From an optimization exercise on the open Yosys and OpenROAD flow, aimed at small area; shortcuts taken in it are not production practice. The RTL of this run was laid out without a check of its function. Power is estimated from default activity; no workload was simulated.

`flow/design.v`:
```
module relaymux_debouncer #(
    parameter int unsigned W_DEB = 100
) (
    input  logic       clk,
    input  logic       rst,
    input  logic       tick,
    input  logic [1:0] btn_raw,
    input  logic       take,
    output logic       quiet,
    output logic [1:0] ev
);
    logic [31:0] now;
    logic [31:0] last;
    logic [1:0]  acc;
    logic [1:0]  acc_r;
    logic [31:0] elapsed;
    assign elapsed = now - last;
    assign quiet   = (acc != 2'b00) && (elapsed > W_DEB);
    assign ev      = (take && quiet) ? acc : 2'b00;
    assign acc_r   = (take && quiet) ? 2'b00 : acc;
    always_ff @(posedge clk) begin
        if (rst) begin
            now  <= 32'd0;
            last <= 32'd0;
            acc  <= 2'b00;
        end else if (tick) begin
            if (btn_raw != 2'b00) begin
                acc  <= acc_r | btn_raw;
                last <= now;
            end else begin
                acc <= acc_r;
            end
            now <= now + 32'd1;
        end else begin
            acc <= acc_r;
        end
    end
endmodule
module relaymux_relay_bank #(
    parameter int unsigned N     = 8,
    parameter int unsigned T_OP  = 10,
    parameter int unsigned T_REL = 10
) (
    input  logic         clk,
    input  logic         rst,
    input  logic         tick,
    input  logic         start,
    input  logic [1:0]   start_spec,    
    input  logic [N-1:0] start_mask,    
    output logic [N-1:0] relay,
    output logic         busy,
    output logic         seq_done
);
    localparam logic [1:0] SP_OPEN    = 2'd0;
    localparam logic [1:0] SP_CLOSE   = 2'd1;
    localparam logic [1:0] SP_SET_BBM = 2'd2;
    localparam logic [1:0] SP_SET_MBB = 2'd3;
    localparam logic K_OPEN  = 1'b0;
    localparam logic K_CLOSE = 1'b1;
    localparam logic [15:0] DLY_OP  = T_OP;
    localparam logic [15:0] DLY_REL = T_REL;
    logic         seq;         
    logic [15:0]  dly;
    logic         p2_valid;
    logic         p2_kind;
    logic [N-1:0] p2_mask;
    assign busy     = seq;
    assign seq_done = seq && tick && !(dly > 16'd1) && !p2_valid;
    always_ff @(posedge clk) begin
        if (rst) begin
            relay    <= '0;
            seq      <= 1'b0;
            dly      <= 16'd0;
            p2_valid <= 1'b0;
            p2_kind  <= K_OPEN;
            p2_mask  <= '0;
        end else if (seq) begin
            if (tick) begin
                if (dly > 16'd1) begin
                    dly <= dly - 16'd1;
                end else if (p2_valid) begin
                    if (p2_kind == K_OPEN) begin
                        relay <= relay & ~p2_mask;
                        dly   <= DLY_REL;
                    end else begin
                        relay <= relay | p2_mask;
                        dly   <= DLY_OP;
                    end
                    p2_valid <= 1'b0;
                end else begin
                    seq <= 1'b0;
                    dly <= 16'd0;
                end
            end
        end else if (start) begin
            seq <= 1'b1;
            case (start_spec)
                SP_OPEN: begin
                    relay    <= relay & ~start_mask;
                    dly      <= DLY_REL;
                    p2_valid <= 1'b0;
                end
                SP_CLOSE: begin
                    relay    <= relay | start_mask;
                    dly      <= DLY_OP;
                    p2_valid <= 1'b0;
                end
                SP_SET_BBM: begin
                    relay    <= relay & ~(relay & ~start_mask);
                    dly      <= DLY_REL;
                    p2_valid <= 1'b1;
                    p2_kind  <= K_CLOSE;
                    p2_mask  <= start_mask;
                end
                default: begin
                    relay    <= relay | start_mask;
                    dly      <= DLY_OP;
                    p2_valid <= 1'b1;
                    p2_kind  <= K_OPEN;
                    p2_mask  <= relay & ~start_mask;
                end
            endcase
        end
    end
endmodule
module relaymux_ctrl #(
    parameter int unsigned N           = 8,
    parameter int unsigned QMAX        = 32,
    parameter int unsigned IDENT_LEN   = 17,
    parameter logic [8*IDENT_LEN-1:0] IDENT_BYTES = "relaymux v7 #00A7"
) (
    input  logic         clk,
    input  logic         rst,
    input  logic         cmd_valid,
    input  logic [31:0]  cmd_data,
    input  logic         cmd_last,
    input  logic         cmd_err,
    output logic         cmd_ready,
    input  logic         rsp_ready,
    output logic         rsp_valid,
    output logic [31:0]  rsp_data,
    output logic         rsp_last,
    output logic [1:0]   man_evt,
    output logic         man_evt_stb,
    input  logic         quiet,
    input  logic [1:0]   ev,
    output logic         take,
    input  logic [N-1:0] relay,
    input  logic         seq_done,
    output logic         rb_start,
    output logic [1:0]   rb_spec,
    output logic [N-1:0] rb_mask
);
    function automatic integer str_max(input integer n);
        integer c;
        str_max = 3 + (n - 1);
        for (c = 1; c <= n; c = c + 1) str_max = str_max + ((c >= 10) ? 2 : 1);
    endfunction
    function automatic integer max4(input integer a, input integer b, input integer c,
                                    input integer d);
        max4 = a;
        if (b > max4) max4 = b;
        if (c > max4) max4 = c;
        if (d > max4) max4 = d;
    endfunction
    localparam int STRMAX   = str_max(N);
    localparam int RBUF_MAX = 1 + max4(QMAX, STRMAX, IDENT_LEN, 1);
    localparam int QW       = $clog2(QMAX + 1);
    localparam logic [15:0] IDENT_LEN16 = IDENT_LEN;
    localparam logic [N-1:0] VALID = {N{1'b1}};
    localparam logic [2:0] C_IDLE = 3'd0;
    localparam logic [2:0] C_ARGS = 3'd1;
    localparam logic [2:0] C_SEQ  = 3'd2;
    localparam logic [2:0] C_MAN  = 3'd3;
    localparam logic [2:0] C_RSP  = 3'd4;
    localparam logic [3:0] OP_OPEN     = 4'h1;
    localparam logic [3:0] OP_CLOSE    = 4'h2;
    localparam logic [3:0] OP_CLOSE_Q  = 4'h3;
    localparam logic [3:0] OP_OPEN_ALL = 4'h4;
    localparam logic [3:0] OP_STATE_Q  = 4'h5;
    localparam logic [3:0] OP_SET      = 4'h6;
    localparam logic [3:0] OP_SET_MBB  = 4'h7;
    localparam logic [3:0] OP_GET_Q    = 4'h8;
    localparam logic [3:0] OP_IDENT    = 4'h9;
    localparam logic [3:0] K_ACK   = 4'h0;
    localparam logic [3:0] K_FLAGS = 4'h1;
    localparam logic [3:0] K_INT   = 4'h2;
    localparam logic [3:0] K_STR   = 4'h3;
    localparam logic [3:0] K_IDENT = 4'h4;
    localparam logic [3:0] K_ERROR = 4'hF;
    localparam logic [7:0] E_NONE      = 8'h00;
    localparam logic [7:0] E_OPCODE    = 8'h01;
    localparam logic [7:0] E_MISSING   = 8'h02;
    localparam logic [7:0] E_MALFORMED = 8'h03;
    localparam logic [7:0] E_CHANNEL   = 8'h04;
    localparam logic [7:0] E_EXTRA     = 8'h05;
    localparam logic [7:0] E_ORDER     = 8'h06;
    localparam logic [7:0] E_TOO_LONG  = 8'h07;
    localparam logic [1:0] SP_OPEN    = 2'd0;
    localparam logic [1:0] SP_CLOSE   = 2'd1;
    localparam logic [1:0] SP_SET_BBM = 2'd2;
    localparam logic [1:0] SP_SET_MBB = 2'd3;
    localparam logic [1:0] CLS_NONE = 2'd0;
    localparam logic [1:0] CLS_LIST = 2'd1;
    localparam logic [1:0] CLS_NUM  = 2'd2;
    function automatic logic [1:0] arg_class(input logic [3:0] op);
        case (op)
            OP_OPEN, OP_CLOSE, OP_CLOSE_Q: arg_class = CLS_LIST;
            OP_SET, OP_SET_MBB:            arg_class = CLS_NUM;
            default:                       arg_class = CLS_NONE;
        endcase
    endfunction
    function automatic logic [31:0] hdr(input logic [3:0] kind, input logic [7:0] code,
                                        input logic [15:0] len);
        hdr = {kind, 4'b0000, code, len};
    endfunction
    function automatic logic [N-1:0] cycle_next(input logic [N-1:0] r);
        integer i;
        if (r == '0) begin
            cycle_next = {{(N-1){1'b0}}, 1'b1};
        end else begin
            cycle_next = '0;
            for (i = 0; i < N - 1; i = i + 1)
                if (r[i]) cycle_next = {{(N-1){1'b0}}, 1'b1} << (i + 1);
            if (r[N-1]) cycle_next = '0;
        end
    endfunction
    logic [2:0]              ctl;
    logic [3:0]              op;
    logic [7:0]              err;
    logic [15:0]             nargs;
    logic [N-1:0]            amask;
    logic [31:0]             aval;
    logic [QMAX-1:0]         qflags;
    logic [QW-1:0]           qcnt;
    logic [RBUF_MAX*32-1:0]  rbuf;
    logic [15:0]             rlen;
    logic [15:0]             ridx;
    logic [1:0]              mev;
    logic                    mev_stb;
    assign take        = (ctl == C_IDLE);
    assign cmd_ready   = (ctl == C_IDLE && !quiet) || (ctl == C_ARGS);
    assign rsp_valid   = (ctl == C_RSP);
    assign rsp_data    = rsp_valid ? rbuf[ridx*32 +: 32] : 32'h0;
    assign rsp_last    = rsp_valid && (ridx == rlen - 16'd1);
    assign man_evt     = mev;
    assign man_evt_stb = mev_stb;
    logic [2:0]      n_ctl;
    logic [3:0]      n_op;
    logic [7:0]      n_err;
    logic [15:0]     n_nargs;
    logic [N-1:0]    n_amask;
    logic [31:0]     n_aval;
    logic [QMAX-1:0] n_qflags;
    logic [QW-1:0]   n_qcnt;
    logic [15:0]     n_ridx;
    logic [1:0]      n_mev;
    logic            n_mev_stb;
    logic            finish;         
    logic            rsp_load;       
    logic [3:0]      rsp_kind;
    logic [7:0]      rsp_code;
    logic [1:0]      e_kind;
    logic [7:0]      e_from;
    logic [7:0]      e_ch;
    logic [7:0]      e_lo;
    logic [7:0]      e_hi;
    logic [7:0]      fin_err;
    logic [15:0]     q_sum;           
    always_comb begin
        n_ctl     = ctl;
        n_op      = op;
        n_err     = err;
        n_nargs   = nargs;
        n_amask   = amask;
        n_aval    = aval;
        n_qflags  = qflags;
        n_qcnt    = qcnt;
        n_ridx    = ridx;
        n_mev     = mev;
        n_mev_stb = 1'b0;
        finish    = 1'b0;
        rsp_load  = 1'b0;
        rsp_kind  = K_ACK;
        rsp_code  = E_NONE;
        rb_start  = 1'b0;
        rb_spec   = SP_OPEN;
        rb_mask   = '0;
        fin_err   = E_NONE;
        e_kind = cmd_data[31:30];
        e_from = cmd_data[15:8];
        e_ch   = cmd_data[7:0];
        e_lo   = (e_kind == 2'b00) ? e_ch : e_from;
        e_hi   = e_ch;
        q_sum  = {{(16-QW){1'b0}}, qcnt} + {8'd0, e_hi} - {8'd0, e_lo} + 16'd1;
        case (ctl)
            C_IDLE: begin
                if (ev != 2'b00) begin
                    rb_start = 1'b1;
                    if (ev[1]) begin
                        rb_spec = SP_OPEN;
                        rb_mask = VALID;
                    end else begin
                        rb_spec = SP_SET_BBM;
                        rb_mask = cycle_next(relay);
                    end
                    n_ctl     = C_MAN;
                    n_mev     = ev;
                    n_mev_stb = 1'b1;
                end else if (cmd_valid) begin
                    n_op     = cmd_data[3:0];
                    n_err    = (cmd_data[31:4] != 28'd0 || cmd_data[3:0] == 4'h0 ||
                                cmd_data[3:0] > 4'h9 || cmd_err) ? E_OPCODE : E_NONE;
                    n_nargs  = 16'd0;
                    n_amask  = '0;
                    n_aval   = 32'd0;
                    n_qflags = '0;
                    n_qcnt   = '0;
                    if (cmd_last) finish = 1'b1;
                    else          n_ctl  = C_ARGS;
                end
            end
            C_ARGS: begin
                if (cmd_valid) begin
                    if (err == E_NONE) begin
                        if (arg_class(op) == CLS_LIST) begin
                            if (cmd_err) begin
                                n_err = E_MALFORMED;
                            end else if (e_kind[1] || cmd_data[29:16] != 14'd0) begin
                                n_err = E_MALFORMED;
                            end else if (e_kind == 2'b00 && e_from != 8'd0) begin
                                n_err = E_MALFORMED;
                            end else if (e_lo < 8'd1 || e_lo > N || e_hi < 8'd1 || e_hi > N) begin
                                n_err = E_CHANNEL;
                            end else if (e_lo > e_hi) begin
                                n_err = E_ORDER;
                            end else if (op == OP_CLOSE_Q && q_sum > QMAX) begin
                                n_err = E_TOO_LONG;
                            end else begin
                                if (op == OP_CLOSE_Q) begin
                                    for (int j = 0; j < N; j++) begin
                                        if (j + 1 >= e_lo && j + 1 <= e_hi)
                                            n_qflags[qcnt + j + 1 - e_lo] = relay[j];
                                    end
                                    n_qcnt = q_sum[QW-1:0];
                                end
                                for (int j = 0; j < N; j++) begin
                                    if (j + 1 >= e_lo && j + 1 <= e_hi)
                                        n_amask[j] = 1'b1;
                                end
                            end
                        end else if (arg_class(op) == CLS_NUM) begin
                            if (nargs >= 16'd1)  n_err  = E_EXTRA;
                            else if (cmd_err)    n_err  = E_MALFORMED;
                            else                 n_aval = cmd_data;
                        end
                    end
                    if (nargs != 16'hFFFF) n_nargs = nargs + 16'd1;
                    if (cmd_last) finish = 1'b1;
                end
            end
            C_SEQ: begin
                if (seq_done) begin
                    rsp_load = 1'b1;
                    rsp_kind = K_ACK;
                    n_ctl    = C_RSP;
                end
            end
            C_MAN: begin
                if (seq_done) n_ctl = C_IDLE;
            end
            C_RSP: begin
                if (rsp_ready) begin
                    if (ridx == rlen - 16'd1) begin
                        n_ctl  = C_IDLE;
                        n_ridx = 16'd0;
                    end else begin
                        n_ridx = ridx + 16'd1;
                    end
                end
            end
            default: n_ctl = C_IDLE;
        endcase
        if (finish) begin
            fin_err = n_err;
            if (fin_err == E_NONE && arg_class(n_op) != CLS_NONE && n_nargs == 16'd0)
                fin_err = E_MISSING;
            if (fin_err != E_NONE) begin
                rsp_load = 1'b1;
                rsp_kind = K_ERROR;
                rsp_code = fin_err;
                n_ctl    = C_RSP;
            end else begin
                case (n_op)
                    OP_OPEN: begin
                        rb_start = 1'b1; rb_spec = SP_OPEN;    rb_mask = n_amask;
                        n_ctl = C_SEQ;
                    end
                    OP_CLOSE: begin
                        rb_start = 1'b1; rb_spec = SP_CLOSE;   rb_mask = n_amask;
                        n_ctl = C_SEQ;
                    end
                    OP_OPEN_ALL: begin
                        rb_start = 1'b1; rb_spec = SP_OPEN;    rb_mask = VALID;
                        n_ctl = C_SEQ;
                    end
                    OP_SET: begin
                        rb_start = 1'b1; rb_spec = SP_SET_BBM; rb_mask = n_aval[N-1:0];
                        n_ctl = C_SEQ;
                    end
                    OP_SET_MBB: begin
                        rb_start = 1'b1; rb_spec = SP_SET_MBB; rb_mask = n_aval[N-1:0];
                        n_ctl = C_SEQ;
                    end
                    OP_CLOSE_Q: begin
                        rsp_load = 1'b1; rsp_kind = K_FLAGS; n_ctl = C_RSP;
                    end
                    OP_STATE_Q: begin
                        rsp_load = 1'b1; rsp_kind = K_STR;   n_ctl = C_RSP;
                    end
                    OP_GET_Q: begin
                        rsp_load = 1'b1; rsp_kind = K_INT;   n_ctl = C_RSP;
                    end
                    default: begin   
                        rsp_load = 1'b1; rsp_kind = K_IDENT; n_ctl = C_RSP;
                    end
                endcase
            end
        end
    end
    logic [RBUF_MAX*32-1:0] nbuf;
    logic [15:0]            nlen;
    int                     pos;
    logic                   first;
    always_comb begin
        nbuf  = '0;
        nlen  = 16'd1;
        pos   = 0;
        first = 1'b1;
        case (rsp_kind)
            K_FLAGS: begin
                for (int i = 0; i < QMAX; i++)
                    nbuf[(i + 1)*32 +: 32] = {31'd0, n_qflags[i]};
                nbuf[31:0] = hdr(K_FLAGS, E_NONE, {{(16-QW){1'b0}}, n_qcnt});
                nlen       = {{(16-QW){1'b0}}, n_qcnt} + 16'd1;
            end
            K_INT: begin
                nbuf[63:32] = {{(32-N){1'b0}}, relay};
                nbuf[31:0]  = hdr(K_INT, E_NONE, 16'd1);
                nlen        = 16'd2;
            end
            K_STR: begin
                nbuf[1*32 +: 32] = 32'h28;    
                nbuf[2*32 +: 32] = 32'h40;    
                pos = 3;
                for (int c = 1; c <= N; c++) begin
                    if (relay[c-1]) begin
                        if (!first) begin
                            nbuf[pos*32 +: 32] = 32'h2C;    
                            pos = pos + 1;
                        end
                        if (c >= 10) begin
                            nbuf[pos*32 +: 32] = 32'h30 + c / 10;
                            pos = pos + 1;
                        end
                        nbuf[pos*32 +: 32] = 32'h30 + c % 10;
                        pos   = pos + 1;
                        first = 1'b0;
                    end
                end
                nbuf[pos*32 +: 32] = 32'h29;            
                nbuf[31:0] = hdr(K_STR, E_NONE, pos[15:0]);
                nlen       = pos[15:0] + 16'd1;
            end
            K_IDENT: begin
                for (int i = 0; i < IDENT_LEN; i++)
                    nbuf[(i + 1)*32 +: 32] = {24'd0, IDENT_BYTES[8*(IDENT_LEN-1-i) +: 8]};
                nbuf[31:0] = hdr(K_IDENT, E_NONE, IDENT_LEN16);
                nlen       = IDENT_LEN16 + 16'd1;
            end
            K_ERROR: begin
                nbuf[31:0] = hdr(K_ERROR, rsp_code, 16'd0);
            end
            default: begin   
                nbuf[31:0] = hdr(K_ACK, E_NONE, 16'd0);
            end
        endcase
    end
    always_ff @(posedge clk) begin
        if (rst) begin
            ctl     <= C_IDLE;
            op      <= 4'h0;
            err     <= E_NONE;
            nargs   <= 16'd0;
            amask   <= '0;
            aval    <= 32'd0;
            qflags  <= '0;
            qcnt    <= '0;
            rlen    <= 16'd0;
            ridx    <= 16'd0;
            mev     <= 2'b00;
            mev_stb <= 1'b0;
        end else begin
            ctl     <= n_ctl;
            op      <= n_op;
            err     <= n_err;
            nargs   <= n_nargs;
            amask   <= n_amask;
            aval    <= n_aval;
            qflags  <= n_qflags;
            qcnt    <= n_qcnt;
            ridx    <= n_ridx;
            mev     <= n_mev;
            mev_stb <= n_mev_stb;
            if (rsp_load) begin
                rlen <= nlen;
                ridx <= 16'd0;
            end
        end
    end
    always_ff @(posedge clk) begin
        if (rsp_load) rbuf <= nbuf;
    end
endmodule
module relaymux #(
    parameter int unsigned N         = 8,
    parameter int unsigned W_DEB     = 100,
    parameter int unsigned T_OP      = 10,
    parameter int unsigned T_REL     = 10,
    parameter int unsigned QMAX      = 32,
    parameter int unsigned IDENT_LEN = 17,
    parameter logic [8*IDENT_LEN-1:0] IDENT_BYTES = "relaymux v7 #00A7"
) (
    input  logic         clk,
    input  logic         rst,
    input  logic         tick,
    input  logic [1:0]   btn_raw,
    input  logic         cmd_valid,
    input  logic [31:0]  cmd_data,
    input  logic         cmd_last,
    input  logic         cmd_err,
    input  logic         rsp_ready,
    output logic [N-1:0] relay_out,
    output logic         cmd_ready,
    output logic         rsp_valid,
    output logic [31:0]  rsp_data,
    output logic         rsp_last,
    output logic         busy,
    output logic [1:0]   man_evt,
    output logic         man_evt_stb
);
    logic         quiet;
    logic [1:0]   ev;
    logic         take;
    logic [N-1:0] relay;
    logic         seq_busy;
    logic         seq_done;
    logic         rb_start;
    logic [1:0]   rb_spec;
    logic [N-1:0] rb_mask;
    logic         c_cmd_ready;
    logic         c_rsp_valid;
    logic [31:0]  c_rsp_data;
    logic         c_rsp_last;
    logic [1:0]   c_man_evt;
    logic         c_man_evt_stb;
    relaymux_debouncer #(
        .W_DEB (W_DEB)
    ) u_deb (
        .clk     (clk),
        .rst     (rst),
        .tick    (tick),
        .btn_raw (btn_raw),
        .take    (take),
        .quiet   (quiet),
        .ev      (ev)
    );
    relaymux_relay_bank #(
        .N     (N),
        .T_OP  (T_OP),
        .T_REL (T_REL)
    ) u_bank (
        .clk        (clk),
        .rst        (rst),
        .tick       (tick),
        .start      (rb_start),
        .start_spec (rb_spec),
        .start_mask (rb_mask),
        .relay      (relay),
        .busy       (seq_busy),
        .seq_done   (seq_done)
    );
    relaymux_ctrl #(
        .N           (N),
        .QMAX        (QMAX),
        .IDENT_LEN   (IDENT_LEN),
        .IDENT_BYTES (IDENT_BYTES)
    ) u_ctrl (
        .clk         (clk),
        .rst         (rst),
        .cmd_valid   (cmd_valid),
        .cmd_data    (cmd_data),
        .cmd_last    (cmd_last),
        .cmd_err     (cmd_err),
        .cmd_ready   (c_cmd_ready),
        .rsp_ready   (rsp_ready),
        .rsp_valid   (c_rsp_valid),
        .rsp_data    (c_rsp_data),
        .rsp_last    (c_rsp_last),
        .man_evt     (c_man_evt),
        .man_evt_stb (c_man_evt_stb),
        .quiet       (quiet),
        .ev          (ev),
        .take        (take),
        .relay       (relay),
        .seq_done    (seq_done),
        .rb_start    (rb_start),
        .rb_spec     (rb_spec),
        .rb_mask     (rb_mask)
    );
    assign relay_out   = rst ? '0    : relay;
    assign cmd_ready   = rst ? 1'b0  : c_cmd_ready;
    assign rsp_valid   = rst ? 1'b0  : c_rsp_valid;
    assign rsp_data    = rst ? 32'h0 : c_rsp_data;
    assign rsp_last    = rst ? 1'b0  : c_rsp_last;
    assign busy        = rst ? 1'b0  : seq_busy;
    assign man_evt     = rst ? 2'b00 : c_man_evt;
    assign man_evt_stb = rst ? 1'b0  : c_man_evt_stb;
endmodule
```
`flow/config.mk`:
```
export PLATFORM = sky130hd
export DESIGN_NAME = relaymux
export DESIGN_NICKNAME = relaymux
export VERILOG_FILES = /design/flow/design.v
export SDC_FILE = /design/flow/constraint.sdc
export NUM_CORES = 4
export LEC_CHECK = 0
export CAP_MARGIN = 20
export CORE_MARGIN = 2
export CORE_UTILIZATION = 40
export PLACE_DENSITY = 0.6
export SLEW_MARGIN = 20
```
`flow/run.sh`:
```
#!/bin/bash
# synth_recipe.tcl (not shown) runs the flow's synth.tcl, then flattens the netlist and writes it again
# the make line also repeats each setting of config.mk as NAME=value (left out here)
make -C /OpenROAD-flow-scripts/flow DESIGN_CONFIG=/design/flow/config.mk WORK_HOME=/design/flow/orfs CLKGATE_MAP_FILE= SYNTH_SCRIPT=/design/flow/synth_recipe.tcl finish
```
`flow/constraint.sdc`:
```
create_clock -name core_clock -period 10.0 [get_ports {clk}]
set_input_delay 2.0000 -clock core_clock [delete_from_list [all_inputs] [get_ports {clk}]]
set_output_delay 2.0000 -clock core_clock [all_outputs]
set_load 0.01 [all_outputs]
```
==> summary.txt <==
==> per-stage QoR <==
| stage | worst slack (ns) | instances | power, mW | cell area (um2) |
|---|---|---|---|---|
| after floorplan | 0.685 | 4739 | 3.04 | 36900 |
| after global placement | 0.972 | 5858 | 3.49 | 39000 |
| after detailed placement | 0.824 | 5859 | 3.49 | 39000 |
| after CTS | 1.44 | 5939 | 5.13 | 40400 |
| after global routing | 0.842 | 5939 | 5.37 | 40400 |
| final | 1.09 | 5941 | 5.14 | 40400 |
==> area by class of cell <==
cell class / instances / area (um2)
Fill cell: 9300 / 51000
Multi-Input combinational cell: 3883 / 25300
Sequential cell: 401 / 9830
Timing Repair Buffer: 195 / 1680
Tap cell: 1186 / 1480
Clock buffer: 59 / 1220
Inverter: 194 / 733
Clock inverter: 21 / 164
Antenna cell: 2 / 5.00
==> cell usage after synthesis, drive strengths merged (81+ instances only) <==
cell type / count
nor2: 577
nand2: 522
a21oi: 363
dfxtp: 221
ha: 209
clkbuf: 200
o21ai: 198
inv: 190
edfxtp: 180
nor3: 173
nand3: 160
xnor2: 147
xor2: 99
and2: 84
mux2i: 81
==> cell families (layout without fill, tap and decap cells) <==
kind of cell	Yosys count	count (layout)	share of synthesized area [%]
flops	401	401	26.7
buf+inv	455	469	4.98
simple gates	2015	2015	26.3
other cells	2	23	0.0204
mux	141	141	5.14
xor+xnor	249	249	6.14
compound gates	1224	1224	22.3
fa+ha+maj	233	233	8.36
==> placed cells by master (no fill, tap or decap), drive strengths merged, types with 99 or more instances in the layout <==
cell type / instances
dfxtp: 221
ha: 209
nor2: 577
a21oi: 363
xnor2: 147
inv: 192
nand3: 160
edfxtp: 180
o21ai: 198
xor2: 99
nand2: 522
buf: 114
nor3: 173
==> worst register-to-register path: cells and delay by family, from the launching register on <==
family / cells / cell delay [ns]
buffers and inverters: 8 / 1.22
XOR/XNOR: 5 / 1.13
flip-flops: 1 / 0.33
AO/OA/AOI/OAI: 6 / 1.34
multiplexers: 2 / 0.37
adder cells (fa/ha/maj): 6 / 1.92
AND/OR/NAND/NOR: 11 / 2.12
==> flip-flops by register name, summed over array words and instances (netlist names), 3 cells and up <==
signal	count
u_ctrl.rbuf	180
u_ctrl.qflags	32
u_deb.last	32
u_deb.now	32
u_bank.dly	16
u_ctrl.nargs	16
u_ctrl.ridx	16
u_ctrl.rlen	16
u_bank.p2_mask	8
u_bank.relay	8
u_ctrl.amask	8
u_ctrl.aval	8
u_ctrl.err	8
u_ctrl.qcnt	6
u_ctrl.op	4
u_ctrl.ctl	3
==> worst min-delay path by stage <==
stage / depth (start not counted) / start / end
floorplan: 2 / u_ctrl.amask[4] / u_ctrl.amask[4]
global placement: 2 / u_ctrl.amask[6] / u_ctrl.amask[6]
finish: 2 / u_deb.last[22] / u_deb.last[22]
CTS: 2 / u_deb.last[24] / u_deb.last[24]
global route: 2 / u_deb.last[30] / u_deb.last[30]
detailed placement: 2 / u_ctrl.amask[6] / u_ctrl.amask[6]
==> layer usage <==
layer,wire [um],up-vias,global-route usage (%)
met2,62300,2005,45.1
met5,20,-,0
li1,-,17300,-
met1,63500,18000,42.4
met4,6560,2,12.3
met3,15100,321,6.04
==> where the power goes <==
group	leakage [nW]	total [mW]	switching, mW	internal (mW)
logic	10.4	1.54	1.04	0.505
clock network	0.684	1.63	0.725	0.909
registers	3.51	1.96	0.0781	1.88
==> flow_summary.yaml <==
timing:
  fin_crit_ns: 8.91
  skew_ns: 0.0270
  setup_violations: 0
  fin_tns_setup_ns: 0
  timing.hold.ws_ns: 0.453
  max_freq_mhz: 112
  rsz0062_at_grt: "false"
  hold_violations: 0
  maxSlewViolCount: 0
  worst_pin_slew_ns: 1.20
  slew_headroom_pct: 19.1
  fin_crit_sh_pct: 89.1
critical_path:
  critPathTopFamily: "compound AO/OA/AOI/OAI gates"
  reg2regPathDepth: 38
  crit_start: "cmd_data[31]"
  crit_slowest_cell: "o311ai_0"
  worstPathMaxFanout: 11
  worstPathCellList: "clkdlybuf4s50_1 > nor2_1 > buf_4 > mux2_2 > inv_1 > ha_1 > fa_1 > a21o_1 > a21oi_1 > o21bai_1 > a21oi_1 > fa_1 > or3_1 > o311a_1 > mux2_2 > nor4_1 > buf_4 > nand3_1 > o311ai_0 > nand3_1 > nand3_1 > mux2i_1 > nor2_1"
  r2r_end: "u_ctrl.rbuf[704]"
  regToRegSetupSlack_ns: 1.44
  crit_required_ns: 10.48
  arrival_ns: 9.39
  start_kind: "input pin"
  cp_num_cells: 23
  cp_slowest_stage_delay_ns: 1.09
  cpMostUsedCell: "nand3_1"
  end_kind: "register"
  path_class: "input pin to register"
  worstSetupEndpoint: "u_ctrl.rbuf[640]"
  critPathBufInv: 4
  r2r-start: "u_bank.relay[0]"
cells_and_area:
  drive_gt1_share_pct: 7.07
  syn2layout_area_growth_pct: 9.72
  final_util_pct: 44.2
  nets: 4992
drt:
  antenna_left: 0
  remaining_drc_errors: 0
  drtIter0Drc: 4696
  firstDrtPassIters: 6
  vias_per_cell: 6.34
  vias: 37700
  wl_per_cell_um: 24.8
  wl_um: 147000
global_route:
  grt_pass1_wl_um: 220000
  grt_max_degree: 107
  grt-ovfl-total: 0
  antenna_found_initial: 2
  grt_usage_pct: 30.2
  first_global_vias: 34700
floorplanning:
  core_um2: 91400
  die_w_um: 307
  start_util_pct: 40.3
  rows: 111
  die_h_um: 307
  die_area_um2: 94400
  io_pins: 88
clock_network:
  cts_num_sinks: 401
  cts_root_buf: "clkbuf_16"
  clkSlewWorstSetupHoldPaths_ns: 0.06
  cts_buffers: 45
  cts.path.max_buffers: 3
  tritoncts: "built"
  post-cts-setup-buffers: 0
  hold_buffers: 0
  htree_levels: 2
  worst_skew_pair.late_latency_ns: 0.62
  cts-resized-gates: 0
yosys:
  synth_edf_count: 180
  yosysWarnings: 3
  synth_cell_types: 107
  synth_top_cell_area_share_pct: 14.7
  ys.flop_type: "dfxtp_1"
  synth_top_area_cell: "edfxtp_1"
  synthArstFlopShare_pct: 0
  synth_area_leaders: "edfxtp_1, dfxtp_1, ha_1"
  synth_area_um2: 36800
  yosysSeqAreaShare_pct: 26.7
  syn_inst: 4720
  ys_seq_elements: 401
  postSynthAreaPerCell_um2: 7.80
min_path:
  hold_path.class: "register to register"
flow_run:
  max-cap-violations: 0
placement:
  post-dp-hpwl_um: 113000
  gp_congestion: 1.06
  io_buffers: 82
status:
  status: "no timing/DRC/antenna violations"
power_and_ir_drop:
  p_leak_nw: 14.6
  ir_worst_vdd_v: 0.000123
  powerDensity_nw_per_um2: 127

## re-timing with driven ports
In the flow no input, the clock included, has a driving cell. The finished layout below was timed again as built, in two steps.
Step 1 sets driving cells, clkbuf_16 on the clock port and buf_2 on the other inputs (assumed; they add their load-dependent delay and slew).
Step 2 adds t to the input delays and takes it off the output delays; t is the mean of the earliest and latest rising clock arrival at the registers after step 1. Input paths then give back, and output paths get back, about the clock's delay inside the block.
Three values: ideal, step 1, step 2; two values: the first two.
shift t [ns]: 0.667
setup WS [ns]: 1.093 / 1.135 / 0.467
worst setup path after step 2: input to register
latest minus earliest clock arrival (ns): 0.030 / 0.031
After both steps this run still meets setup and hold. For this run, drivers alone change the setup slack by +0.042 ns; drivers and shift together by -0.626 ns.
